Background: an optimization exercise with open tools, aiming at small area, a short achievable clock period and few clock cycles. Do not read the settings as production practice. The RTL was checked by simulation tests, not by an equivalence proof against the original design.

==> branch raven <==
==> flow/design.v <==
module pzip_decompressor (
    input  wire       clk,
    input  wire       rst,
    input  wire       in_valid,
    output wire       in_ready,
    input  wire [7:0] in_data,
    input  wire       in_last,
    output wire       out_valid,
    input  wire       out_ready,
    output wire [7:0] out_data,
    output reg        done,
    output reg        err
);
    localparam [3:0] S_HAS    = 4'd0,    
                     S_TBYTE  = 4'd1,    
                     S_TAG    = 4'd2,    
                     S_RLE_C  = 4'd3,    
                     S_RLE_B  = 4'd4,    
                     S_RLE    = 4'd5,    
                     S_RAW    = 4'd6,    
                     S_D_S0   = 4'd7,    
                     S_D_LO   = 4'd8,    
                     S_D_HI   = 4'd9,    
                     S_D_CODE = 4'd10,   
                     S_POUT   = 4'd11,   
                     S_FIN    = 4'd12,   
                     S_DRAIN  = 4'd13;   
    reg  [3:0]  state;
    reg  [23:0] bbuf;
    reg  [4:0]  bcnt;
    reg         last_seen;
    reg  [3:0]  idx;
    reg  [3:0]  tlen;
    reg  [3:0]  nshift;           
    reg  [7:0]  trail [0:14];
    reg  [7:0]  run_cnt;
    reg  [2:0]  dbits;
    reg  [7:0]  s [0:8];           
    reg  [35:0] bcd;               
    reg         err_r;
    reg  [7:0]  out_r;
    reg         ov_r;
    wire [15:0] win = bbuf[23:8];
    function [3:0] add3;
        input [3:0] d;
        begin
            add3[3] = d[3] | (d[2] & (d[1] | d[0]));
            add3[2] = (d[3] & d[0]) | (d[2] & ~d[1] & ~d[0]);
            add3[1] = (~d[3] & ~d[2] & d[1]) | (d[2] & d[1] & d[0]) | (d[3] & ~d[0]);
            add3[0] = (~d[3] & ~d[2] & d[0]) | (d[2] & d[1] & ~d[0]) | (d[3] & ~d[0]);
        end
    endfunction
    function [35:0] dabble8;
        input [35:0] b;
        input [7:0]  x;
        integer k, j;
        reg [35:0] t;
        begin
            t = b;
            for (k = 7; k >= 0; k = k - 1) begin
                for (j = 0; j < 9; j = j + 1)
                    t[4*j +: 4] = add3(t[4*j +: 4]);
                t = {t[34:0], x[k]};
            end
            dabble8 = t;
        end
    endfunction
    reg         first;             
    wire [35:0] bcd_next = dabble8(first ? 36'd0 : bcd, win[15:8]);
    reg any_zero;
    integer z;
    always @(*) begin
        any_zero = 1'b0;
        for (z = 0; z < 9; z = z + 1)
            if (bcd[4*z +: 4] == 4'd0) any_zero = 1'b1;
    end
    wire [3:0] digit = bcd[idx*4 +: 4];
    reg  [7:0] perm_byte;
    always @(*) begin
        case (digit)
            4'd1: perm_byte = s[0];
            4'd2: perm_byte = s[1];
            4'd3: perm_byte = s[2];
            4'd4: perm_byte = s[3];
            4'd5: perm_byte = s[4];
            4'd6: perm_byte = s[5];
            4'd7: perm_byte = s[6];
            4'd8: perm_byte = s[7];
            default: perm_byte = s[8];
        endcase
    end
    reg [3:0] d0, d1, d2, d3;
    always @(*) begin
        case (dbits)
            3'd1: begin d0 = {3'b0, win[15]};    d1 = {3'b0, win[14]};
                        d2 = {3'b0, win[13]};    d3 = {3'b0, win[12]}; end
            3'd2: begin d0 = {2'b0, win[15:14]}; d1 = {2'b0, win[13:12]};
                        d2 = {2'b0, win[11:10]}; d3 = {2'b0, win[9:8]}; end
            3'd3: begin d0 = {1'b0, win[15:13]}; d1 = {1'b0, win[12:10]};
                        d2 = {1'b0, win[9:7]};   d3 = {1'b0, win[6:4]}; end
            3'd4: begin d0 = win[15:12]; d1 = win[11:8];
                        d2 = win[7:4];   d3 = win[3:0]; end
            default: begin d0 = 4'd0; d1 = 4'd0; d2 = 4'd0; d3 = 4'd0; end
        endcase
    end
    wire [7:0] prev = (state == S_D_LO) ? s[0] : s[4];
    wire [4:0] p2   = d0 + d1;
    wire [5:0] p3   = p2 + d2;
    wire [5:0] p4   = p2 + (d2 + d3);
    wire [8:0] sum1 = prev + d0;
    wire [8:0] sum2 = prev + p2;
    wire [8:0] sum3 = prev + p3;
    wire [8:0] sum4 = prev + p4;
    reg  [4:0] need;       
    always @(*) begin
        case (state)
            S_HAS:    need = 5'd5;
            S_TAG:    need = 5'd3;
            S_TBYTE, S_RLE_C, S_RLE_B, S_RAW, S_D_S0, S_D_CODE:
                      need = 5'd8;
            S_D_LO, S_D_HI:
                      need = {dbits, 2'b00};
            default:  need = 5'd0;
        endcase
    end
    wire have = (bcnt >= need);
    wire starved = !have && last_seen;
    wire       src_valid = (state == S_RLE) ||
                           ((state == S_RAW) && have) ||
                           ((state == S_POUT) && !any_zero) ||
                           ((state == S_FIN) && (nshift == 4'd15));
    wire [7:0] src_data  = (state == S_RLE)  ? s[0] :
                           (state == S_RAW)  ? win[15:8] :
                           (state == S_POUT) ? perm_byte : trail[0];
    wire       out_free  = !ov_r || out_ready;
    wire       oload     = src_valid && out_free;
    assign out_valid = ov_r;
    assign out_data  = out_r;
    assign in_ready = !last_seen && (bcnt <= 5'd16);
    wire   accept   = in_valid && in_ready;
    wire rec_end = oload && (((state == S_RLE) && (run_cnt == 8'd1)) ||
                             ((state == S_POUT) && (idx == 4'd8)));
    wire tag_go  = ((state == S_TAG) || rec_end) && (bcnt >= 5'd3);
    wire [2:0] tag = win[15:13];
    wire wide    = (bcnt >= 5'd11);
    reg  [4:0] used;
    always @(*) begin
        used = 5'd0;
        if (tag_go)
            used = ((tag == 3'd0 || tag >= 3'd2) && wide) ? 5'd11 : 5'd3;
        else case (state)
            S_HAS:    if (have) used = win[15] ? 5'd5 : 5'd1;
            S_TBYTE, S_RLE_C, S_RLE_B, S_D_S0, S_D_CODE:
                      if (have) used = 5'd8;
            S_RAW:    if (oload) used = 5'd8;
            S_D_LO, S_D_HI:
                      if (have) used = need;
            default:  used = 5'd0;
        endcase
    end
    wire [4:0]  cnt_after = bcnt - used;
    wire [23:0] shifted   = bbuf << used;
    wire [23:0] inserted  = {in_data, 16'h0000} >> cnt_after;
    wire tr_pad   = (state != S_HAS) && (state != S_TBYTE) && (nshift != 4'd15);
    wire tr_wr    = (state == S_TBYTE) && have;
    wire tr_shift = tr_wr || tr_pad || ((state == S_FIN) && oload);
    integer i;
    always @(posedge clk) begin
        if (tr_shift) begin
            for (i = 0; i < 14; i = i + 1) trail[i] <= trail[i+1];
            trail[14] <= win[15:8];
        end
    end
    always @(posedge clk) begin
        if (oload) out_r <= src_data;
    end
    wire fin_ok = last_seen && out_free;
    always @(posedge clk) begin
        if (rst) begin
            state     <= S_HAS;
            bbuf      <= 24'd0;
            bcnt      <= 5'd0;
            last_seen <= 1'b0;
            idx       <= 4'd0;
            tlen      <= 4'd0;
            nshift    <= 4'd0;
            err_r     <= 1'b0;
            done      <= 1'b0;
            err       <= 1'b0;
            ov_r      <= 1'b0;
        end else begin
            done <= 1'b0;
            if (oload) ov_r <= 1'b1;
            else if (out_ready) ov_r <= 1'b0;
            bbuf <= accept ? (shifted | inserted) : shifted;
            bcnt <= cnt_after + (accept ? 5'd8 : 5'd0);
            if (accept && in_last) last_seen <= 1'b1;
            if (tr_wr || tr_pad) nshift <= nshift + 4'd1;
            if (tag_go) begin
                idx <= 4'd0;
                case (tag)
                    3'd7: begin
                        if (tlen != 4'd0) state <= S_FIN;
                        else if (fin_ok && !oload) begin
                            done      <= 1'b1;
                            err       <= 1'b0;
                            last_seen <= 1'b0;
                            bbuf      <= 24'd0;
                            bcnt      <= 5'd0;
                            nshift    <= 4'd0;
                            state     <= S_HAS;
                        end else begin
                            bbuf  <= 24'd0;
                            bcnt  <= 5'd0;
                            state <= S_DRAIN;
                        end
                    end
                    3'd0: begin
                        run_cnt <= win[12:5];
                        state   <= wide ? S_RLE_B : S_RLE_C;
                    end
                    3'd1: state <= S_RAW;
                    default: begin
                        dbits <= tag - 3'd2;
                        s[0]  <= win[12:5];
                        state <= wide ? S_D_LO : S_D_S0;
                    end
                endcase
            end else if (starved && (state == S_TAG || state == S_HAS || state == S_TBYTE ||
                                     state == S_RLE_C || state == S_RLE_B || state == S_RAW ||
                                     state == S_D_S0 || state == S_D_LO || state == S_D_HI ||
                                     state == S_D_CODE)) begin
                err_r <= 1'b1;
                bbuf  <= 24'd0;
                bcnt  <= 5'd0;
                state <= S_DRAIN;
            end else begin
                case (state)
                    S_HAS: if (have) begin
                        tlen <= win[14:11];
                        idx  <= 4'd0;
                        state <= (win[15] && win[14:11] != 4'd0) ? S_TBYTE : S_TAG;
                        if (!win[15]) tlen <= 4'd0;
                    end
                    S_TBYTE: if (have) begin
                        idx <= idx + 4'd1;
                        if (idx == tlen - 4'd1) state <= S_TAG;
                    end
                    S_TAG: ;
                    S_RLE_C: if (have) begin
                        run_cnt <= win[15:8];
                        state   <= S_RLE_B;
                    end
                    S_RLE_B: if (have) begin
                        s[0]  <= win[15:8];
                        state <= (run_cnt == 8'd0) ? S_TAG : S_RLE;
                    end
                    S_RLE: if (oload) begin
                        run_cnt <= run_cnt - 8'd1;
                        if (run_cnt == 8'd1) state <= S_TAG;
                    end
                    S_RAW: if (oload) begin
                        idx <= idx + 4'd1;
                        if (idx == 4'd8) state <= S_TAG;
                    end
                    S_D_S0: if (have) begin
                        s[0]  <= win[15:8];
                        state <= S_D_LO;
                    end
                    S_D_LO: if (have) begin
                        s[1] <= sum1[7:0]; s[2] <= sum2[7:0];
                        s[3] <= sum3[7:0]; s[4] <= sum4[7:0];
                        state <= S_D_HI;
                        if (sum4[8]) begin
                            err_r <= 1'b1;
                            state <= S_DRAIN;
                        end
                    end
                    S_D_HI: if (have) begin
                        s[5] <= sum1[7:0]; s[6] <= sum2[7:0];
                        s[7] <= sum3[7:0]; s[8] <= sum4[7:0];
                        idx   <= 4'd0;
                        first <= 1'b1;
                        state <= S_D_CODE;
                        if (sum4[8]) begin
                            err_r <= 1'b1;
                            state <= S_DRAIN;
                        end
                    end
                    S_D_CODE: if (have) begin
                        bcd   <= bcd_next;
                        first <= 1'b0;
                        idx   <= idx + 4'd1;
                        if (idx == 4'd3) begin
                            idx   <= 4'd0;
                            state <= S_POUT;
                        end
                    end
                    S_POUT: begin
                        if (any_zero) begin
                            err_r <= 1'b1;
                            bbuf  <= 24'd0;
                            bcnt  <= 5'd0;
                            state <= S_DRAIN;
                        end else if (oload) begin
                            idx <= idx + 4'd1;
                            if (idx == 4'd8) state <= S_TAG;
                        end
                    end
                    S_FIN: if (oload) begin
                        tlen <= tlen - 4'd1;
                        if (tlen == 4'd1) state <= S_DRAIN;
                    end
                    S_DRAIN: begin
                        bbuf <= 24'd0;
                        bcnt <= 5'd0;
                        if (fin_ok || (accept && in_last && out_free)) begin
                            done      <= 1'b1;
                            err       <= err_r;
                            err_r     <= 1'b0;
                            last_seen <= 1'b0;
                            nshift    <= 4'd0;
                            state     <= S_HAS;
                        end
                    end
                    default: state <= S_HAS;
                endcase
            end
        end
    end
endmodule
==> flow/run.sh <==
#!/bin/bash
# synth_recipe.tcl (not shown) runs the flow's synth.tcl, then flattens the netlist and writes it again
# the make line also repeats each setting of config.mk as NAME=value (left out here)
make -C /OpenROAD-flow-scripts/flow DESIGN_CONFIG=/design/flow/config.mk WORK_HOME=/design/flow/orfs CLKGATE_MAP_FILE= SYNTH_SCRIPT=/design/flow/synth_recipe.tcl finish
==> flow/config.mk <==
export PLATFORM = sky130hd
export DESIGN_NAME = pzip_decompressor
export DESIGN_NICKNAME = pzip_decompressor
export VERILOG_FILES = /design/flow/design.v
export SDC_FILE = /design/flow/constraint.sdc
export NUM_CORES = 4
export LEC_CHECK = 0
export ABC_AREA = 1
export CAP_MARGIN = 20
export CORE_MARGIN = 2
export CORE_UTILIZATION = 40
export SLEW_MARGIN = 20
==> flow/constraint.sdc <==
create_clock -name core_clock -period 15.0 [get_ports {clk}]
set_input_delay 3.0000 -clock core_clock [delete_from_list [all_inputs] [get_ports {clk}]]
set_output_delay 3.0000 -clock core_clock [all_outputs]
set_load 0.01 [all_outputs]
==> branch garnet (differences from branch raven) <==
--- a/flow/design.v
+++ b/flow/design.v
@@ -40,4 +40,4 @@
     reg         err_r;
-    reg  [7:0]  out_r;
-    reg         ov_r;
+    reg  [7:0]  o0, o1;
+    reg  [1:0]  ocnt;
     wire [15:0] win = bbuf[23:8];
@@ -134,6 +134,6 @@
                            (state == S_POUT) ? perm_byte : trail[0];
-    wire       out_free  = !ov_r || out_ready;
-    wire       oload     = src_valid && out_free;
-    assign out_valid = ov_r;
-    assign out_data  = out_r;
+    wire       oload     = src_valid && !ocnt[1];
+    wire       opop      = (ocnt != 2'd0) && out_ready;
+    assign out_valid = (ocnt != 2'd0);
+    assign out_data  = o0;
     assign in_ready = !last_seen && (bcnt <= 5'd16);
@@ -161,4 +161,4 @@
     wire [4:0]  cnt_after = bcnt - used;
-    wire [23:0] shifted   = bbuf << used;
-    wire [23:0] inserted  = {in_data, 16'h0000} >> cnt_after;
+    wire [23:0] inserted  = bbuf | ({in_data, 16'h0000} >> bcnt);
+    wire [23:0] shifted   = (accept ? inserted : bbuf) << used;
     wire tr_pad   = (state != S_HAS) && (state != S_TBYTE) && (nshift != 4'd15);
@@ -174,5 +174,10 @@
     always @(posedge clk) begin
-        if (oload) out_r <= src_data;
+        if (oload && (ocnt == 2'd0 || (ocnt == 2'd1 && opop)))
+            o0 <= src_data;
+        else if (opop)
+            o0 <= o1;
+        if (oload) o1 <= src_data;
     end
-    wire fin_ok = last_seen && out_free;
+    wire out_empty = (ocnt == 2'd0) || (ocnt == 2'd1 && out_ready);
+    wire fin_ok    = last_seen && out_empty;
     always @(posedge clk) begin
@@ -189,8 +194,7 @@
             err       <= 1'b0;
-            ov_r      <= 1'b0;
+            ocnt      <= 2'd0;
         end else begin
             done <= 1'b0;
-            if (oload) ov_r <= 1'b1;
-            else if (out_ready) ov_r <= 1'b0;
-            bbuf <= accept ? (shifted | inserted) : shifted;
+            ocnt <= ocnt + {1'b0, oload} - {1'b0, opop};
+            bbuf <= shifted;
             bcnt <= cnt_after + (accept ? 5'd8 : 5'd0);
@@ -316,3 +320,3 @@
                         bcnt <= 5'd0;
-                        if (fin_ok || (accept && in_last && out_free)) begin
+                        if (fin_ok || (accept && in_last && out_empty)) begin
                             done      <= 1'b1;
--- a/flow/config.mk
+++ b/flow/config.mk
@@ -10,3 +10,3 @@
 export CORE_MARGIN = 2
-export CORE_UTILIZATION = 40
+export CORE_UTILIZATION = 65
 export SLEW_MARGIN = 20
==> branch harbor (differences from branch raven) <==
==> flow/design.v, changed modules only <==
module pzip_decompressor (
    input  wire       clk,
    input  wire       rst,
    input  wire       in_valid,
    output wire       in_ready,
    input  wire [7:0] in_data,
    input  wire       in_last,
    output wire       out_valid,
    input  wire       out_ready,
    output wire [7:0] out_data,
    output reg        done,
    output reg        err
);
    localparam [3:0] S_HAS    = 4'd0,    
                     S_TBYTE  = 4'd1,    
                     S_TAG    = 4'd2,    
                     S_RLE_C  = 4'd3,    
                     S_RLE_B  = 4'd4,    
                     S_RLE    = 4'd5,    
                     S_RAW    = 4'd6,    
                     S_D_S0   = 4'd7,    
                     S_D_LO   = 4'd8,    
                     S_D_HI   = 4'd9,    
                     S_D_CODE = 4'd10,   
                     S_POUT   = 4'd11,   
                     S_FIN    = 4'd12,   
                     S_DRAIN  = 4'd13;   
    reg  [3:0]  state;
    reg  [23:0] bbuf;
    reg  [4:0]  bcnt;
    reg         last_seen;
    reg  [3:0]  idx;
    reg  [3:0]  tlen;
    reg  [3:0]  nshift;           
    reg  [7:0]  trail [0:14];
    reg  [7:0]  run_cnt;
    reg  [2:0]  dbits;
    reg  [7:0]  s [0:8];           
    reg  [35:0] bcd;               
    reg         err_r;
    wire [39:0] ext = {bbuf, 16'h0000};
    wire [15:0] win = ext[bcnt +: 16];
    function [3:0] add3;
        input [3:0] d;
        begin
            add3[3] = d[3] | (d[2] & (d[1] | d[0]));
            add3[2] = (d[3] & d[0]) | (d[2] & ~d[1] & ~d[0]);
            add3[1] = (~d[3] & ~d[2] & d[1]) | (d[2] & d[1] & d[0]) | (d[3] & ~d[0]);
            add3[0] = (~d[3] & ~d[2] & d[0]) | (d[2] & d[1] & ~d[0]) | (d[3] & ~d[0]);
        end
    endfunction
    function [35:0] dabble8;
        input [35:0] b;
        input [7:0]  x;
        integer k, j;
        reg [35:0] t;
        begin
            t = b;
            for (k = 7; k >= 0; k = k - 1) begin
                for (j = 0; j < 9; j = j + 1)
                    t[4*j +: 4] = add3(t[4*j +: 4]);
                t = {t[34:0], x[k]};
            end
            dabble8 = t;
        end
    endfunction
    reg         first;             
    wire [35:0] bcd_next = dabble8(first ? 36'd0 : bcd, win[15:8]);
    reg any_zero;
    integer z;
    always @(*) begin
        any_zero = 1'b0;
        for (z = 0; z < 9; z = z + 1)
            if (bcd[4*z +: 4] == 4'd0) any_zero = 1'b1;
    end
    wire [3:0] digit = bcd[idx*4 +: 4];
    reg  [7:0] perm_byte;
    always @(*) begin
        case (digit)
            4'd1: perm_byte = s[0];
            4'd2: perm_byte = s[1];
            4'd3: perm_byte = s[2];
            4'd4: perm_byte = s[3];
            4'd5: perm_byte = s[4];
            4'd6: perm_byte = s[5];
            4'd7: perm_byte = s[6];
            4'd8: perm_byte = s[7];
            default: perm_byte = s[8];
        endcase
    end
    reg [3:0] d0, d1, d2, d3;
    always @(*) begin
        case (dbits)
            3'd1: begin d0 = {3'b0, win[15]};    d1 = {3'b0, win[14]};
                        d2 = {3'b0, win[13]};    d3 = {3'b0, win[12]}; end
            3'd2: begin d0 = {2'b0, win[15:14]}; d1 = {2'b0, win[13:12]};
                        d2 = {2'b0, win[11:10]}; d3 = {2'b0, win[9:8]}; end
            3'd3: begin d0 = {1'b0, win[15:13]}; d1 = {1'b0, win[12:10]};
                        d2 = {1'b0, win[9:7]};   d3 = {1'b0, win[6:4]}; end
            3'd4: begin d0 = win[15:12]; d1 = win[11:8];
                        d2 = win[7:4];   d3 = win[3:0]; end
            default: begin d0 = 4'd0; d1 = 4'd0; d2 = 4'd0; d3 = 4'd0; end
        endcase
    end
    wire [7:0] prev = (state == S_D_LO) ? s[0] : s[4];
    wire [4:0] p2   = d0 + d1;
    wire [5:0] p3   = p2 + d2;
    wire [5:0] p4   = p2 + (d2 + d3);
    wire [8:0] sum1 = prev + d0;
    wire [8:0] sum2 = prev + p2;
    wire [8:0] sum3 = prev + p3;
    wire [8:0] sum4 = prev + p4;
    reg  [4:0] need;       
    always @(*) begin
        case (state)
            S_HAS:    need = 5'd5;
            S_TAG:    need = 5'd3;
            S_TBYTE, S_RLE_C, S_RLE_B, S_RAW, S_D_S0, S_D_CODE:
                      need = 5'd8;
            S_D_LO, S_D_HI:
                      need = {dbits, 2'b00};
            default:  need = 5'd0;
        endcase
    end
    wire have = (bcnt >= need);
    wire starved = !have && last_seen;
    assign out_valid = (state == S_RLE) ||
                       ((state == S_RAW) && have) ||
                       ((state == S_POUT) && !any_zero) ||
                       ((state == S_FIN) && (nshift == 4'd15));
    assign out_data  = (state == S_RLE)  ? s[0] :
                       (state == S_RAW)  ? win[15:8] :
                       (state == S_POUT) ? perm_byte : trail[0];
    wire   out_fire  = out_valid && out_ready;
    assign in_ready = !last_seen && (bcnt <= 5'd16);
    wire   accept   = in_valid && in_ready;
    wire rec_end = out_fire && (((state == S_RLE) && (run_cnt == 8'd1)) ||
                                ((state == S_POUT) && (idx == 4'd8)));
    wire tag_go  = ((state == S_TAG) || rec_end) && (bcnt >= 5'd3);
    wire [2:0] tag = win[15:13];
    wire wide    = (bcnt >= 5'd11);
    reg  [4:0] used;
    always @(*) begin
        used = 5'd0;
        if (tag_go)
            used = ((tag == 3'd0 || tag >= 3'd2) && wide) ? 5'd11 : 5'd3;
        else case (state)
            S_HAS:    if (have) used = win[15] ? 5'd5 : 5'd1;
            S_TBYTE, S_RLE_C, S_RLE_B, S_D_S0, S_D_CODE:
                      if (have) used = 5'd8;
            S_RAW:    if (out_fire) used = 5'd8;
            S_D_LO, S_D_HI:
                      if (have) used = need;
            default:  used = 5'd0;
        endcase
    end
    wire tr_pad   = (state != S_HAS) && (state != S_TBYTE) && (nshift != 4'd15);
    wire tr_wr    = (state == S_TBYTE) && have;
    wire tr_shift = tr_wr || tr_pad || ((state == S_FIN) && out_fire);
    integer i;
    always @(posedge clk) begin
        if (tr_shift) begin
            for (i = 0; i < 14; i = i + 1) trail[i] <= trail[i+1];
            trail[14] <= win[15:8];
        end
    end
    always @(posedge clk) begin
        if (rst) begin
            state     <= S_HAS;
            bcnt      <= 5'd0;
            last_seen <= 1'b0;
            idx       <= 4'd0;
            tlen      <= 4'd0;
            nshift    <= 4'd0;
            err_r     <= 1'b0;
            done      <= 1'b0;
            err       <= 1'b0;
        end else begin
            done <= 1'b0;
            if (accept) bbuf <= {bbuf[15:0], in_data};
            bcnt <= bcnt - used + (accept ? 5'd8 : 5'd0);
            if (accept && in_last) last_seen <= 1'b1;
            if (tr_wr || tr_pad) nshift <= nshift + 4'd1;
            if (tag_go) begin
                idx <= 4'd0;
                case (tag)
                    3'd7: begin
                        if (tlen != 4'd0) state <= S_FIN;
                        else if (last_seen) begin
                            done      <= 1'b1;
                            err       <= 1'b0;
                            last_seen <= 1'b0;
                            bcnt      <= 5'd0;
                            nshift    <= 4'd0;
                            state     <= S_HAS;
                        end else begin
                            bcnt  <= 5'd0;
                            state <= S_DRAIN;
                        end
                    end
                    3'd0: begin
                        run_cnt <= win[12:5];
                        state   <= wide ? S_RLE_B : S_RLE_C;
                    end
                    3'd1: state <= S_RAW;
                    default: begin
                        dbits <= tag - 3'd2;
                        s[0]  <= win[12:5];
                        state <= wide ? S_D_LO : S_D_S0;
                    end
                endcase
            end else if (starved && (state == S_TAG || state == S_HAS || state == S_TBYTE ||
                                     state == S_RLE_C || state == S_RLE_B || state == S_RAW ||
                                     state == S_D_S0 || state == S_D_LO || state == S_D_HI ||
                                     state == S_D_CODE)) begin
                err_r <= 1'b1;
                bcnt  <= 5'd0;
                state <= S_DRAIN;
            end else begin
                case (state)
                    S_HAS: if (have) begin
                        tlen <= win[14:11];
                        idx  <= 4'd0;
                        state <= (win[15] && win[14:11] != 4'd0) ? S_TBYTE : S_TAG;
                        if (!win[15]) tlen <= 4'd0;
                    end
                    S_TBYTE: if (have) begin
                        idx <= idx + 4'd1;
                        if (idx == tlen - 4'd1) state <= S_TAG;
                    end
                    S_RLE_C: if (have) begin
                        run_cnt <= win[15:8];
                        state   <= S_RLE_B;
                    end
                    S_RLE_B: if (have) begin
                        s[0]  <= win[15:8];
                        state <= (run_cnt == 8'd0) ? S_TAG : S_RLE;
                    end
                    S_RLE: if (out_fire) begin
                        run_cnt <= run_cnt - 8'd1;
                        if (run_cnt == 8'd1) state <= S_TAG;
                    end
                    S_RAW: if (out_fire) begin
                        idx <= idx + 4'd1;
                        if (idx == 4'd8) state <= S_TAG;
                    end
                    S_D_S0: if (have) begin
                        s[0]  <= win[15:8];
                        state <= S_D_LO;
                    end
                    S_D_LO, S_D_HI: if (have) begin
                        if (sum4[8]) begin
                            err_r <= 1'b1;
                            bcnt  <= 5'd0;
                            state <= S_DRAIN;
                        end else begin
                            if (state == S_D_LO) begin
                                s[1] <= sum1[7:0]; s[2] <= sum2[7:0];
                                s[3] <= sum3[7:0]; s[4] <= sum4[7:0];
                                state <= S_D_HI;
                            end else begin
                                s[5] <= sum1[7:0]; s[6] <= sum2[7:0];
                                s[7] <= sum3[7:0]; s[8] <= sum4[7:0];
                                idx   <= 4'd0;
                                first <= 1'b1;
                                state <= S_D_CODE;
                            end
                        end
                    end
                    S_D_CODE: if (have) begin
                        bcd   <= bcd_next;
                        first <= 1'b0;
                        idx <= idx + 4'd1;
                        if (idx == 4'd3) begin
                            idx   <= 4'd0;
                            state <= S_POUT;
                        end
                    end
                    S_POUT: begin
                        if (any_zero) begin
                            err_r <= 1'b1;
                            bcnt  <= 5'd0;
                            state <= S_DRAIN;
                        end else if (out_fire) begin
                            idx <= idx + 4'd1;
                            if (idx == 4'd8) state <= S_TAG;
                        end
                    end
                    S_FIN: if (out_fire) begin
                        tlen <= tlen - 4'd1;
                        if (tlen == 4'd1) begin
                            if (last_seen) begin
                                done      <= 1'b1;
                                err       <= 1'b0;
                                last_seen <= 1'b0;
                                bcnt      <= 5'd0;
                                nshift    <= 4'd0;
                                state     <= S_HAS;
                            end else begin
                                bcnt  <= 5'd0;
                                state <= S_DRAIN;
                            end
                        end
                    end
                    S_DRAIN: begin
                        bcnt <= 5'd0;
                        if (last_seen || (accept && in_last)) begin
                            done      <= 1'b1;
                            err       <= err_r;
                            err_r     <= 1'b0;
                            last_seen <= 1'b0;
                            nshift    <= 4'd0;
                            state     <= S_HAS;
                        end
                    end
                    S_TAG: ;
                    default: state <= S_HAS;
                endcase
            end
        end
    end
endmodule
--- a/flow/config.mk
+++ b/flow/config.mk
@@ -7,3 +7,2 @@
 export LEC_CHECK = 0
-export ABC_AREA = 1
 export CAP_MARGIN = 20
==> impl_metrics.toml <==
[power]
seqPwrFrac_pct = 31.7
p_seq_uw = 1380
p_sw_share_pct = 40.9

[status]
status = "no timing/DRC/antenna violations"

[floorplanning]
rows = 87

[setup_path]
path_depth = 28
arrival_ps = 8830

[global_routing]
grtUsageMet2_pct = 37.6
grt_pass1_wl_um = 107000

[synth]
synth_most_common_cell = "edfxtp_1"
the above is filed under branch harbor

==> impl_metrics.toml <==
[status]
status = "no timing/DRC/antenna violations"

[global_routing]
grtUsageMet2_pct = 35.6
grt_pass1_wl_um = 101000

[cells_and_area]
nets = 3239

[floorplanning]
rows = 85
die_h_um = 239

[synth]
synth_most_common_cell = "nand2_1"

[power]
seqPwrFrac_pct = 30.8
p_sw_share_pct = 45.9

[worst_hold_path]
hold_path.startpoint = "trail[10][4]"

[setup_path]
arrival_ps = 7870
the above is filed under branch raven

==> impl_metrics.toml <==
[power]
p_seq_uw = 1490
seqPwrFrac_pct = 35.6

[setup_path]
crit_path_end_kind = "flip-flop"
path_depth = 33
arrival_ps = 7250

[synth]
synth_most_common_cell = "nand2_1"
async_flop_share_pct = 0

[status]
status = "no timing/DRC/antenna violations"

[global_routing]
grtUsageMet2_pct = 59.0
grt_pass1_wl_um = 102000

[sta]
worst_pin_slew_ps = 1130

[cells_and_area]
drive_gt1_share_pct = 9.12

[floorplanning]
rows = 67
nWellTaps = 448
the above is filed under branch garnet

Testbench counts of branch raven, summed over its fixed seeds: cycles 56,041.
Testbench counts of branch garnet, summed over its fixed seeds: cycles 56,041.
Testbench counts of branch harbor, summed over its fixed seeds: cycles 55,722.

what the ideal ports hide:
The results above use ideal ports. As a check the final layouts listed here were re-extracted and re-timed, cells and wires unchanged. Step 1: set_driving_cell puts a clkbuf_16 on clk and a buf_2 on each other input, an assumption about the parent block. Step 2 adds t to the input delays and takes it off the output delays; t is the mean of the earliest and latest rising clock arrival at the registers after step 1. Input paths then give back, and output paths get back, about the clock's delay inside the block. Slacks: ideal / step 1 / step 2; pairs: ideal / step 1.
run	t (ns)	setup WS [ns]	worst setup path at the end	worst slew at a driven data input, ns
branch raven	0.601	7.610 / 7.641 / 7.041	input to register	0.05
branch garnet	0.585	8.218 / 8.218 / 8.218	register to register	0.03
branch harbor	0.609	6.655 / 6.655 / 6.655	register to register	0.04
After both steps every run listed still meets setup and hold. For branch raven, which loses most, drivers alone change the setup slack by +0.031 ns; drivers and shift together by -0.569 ns.
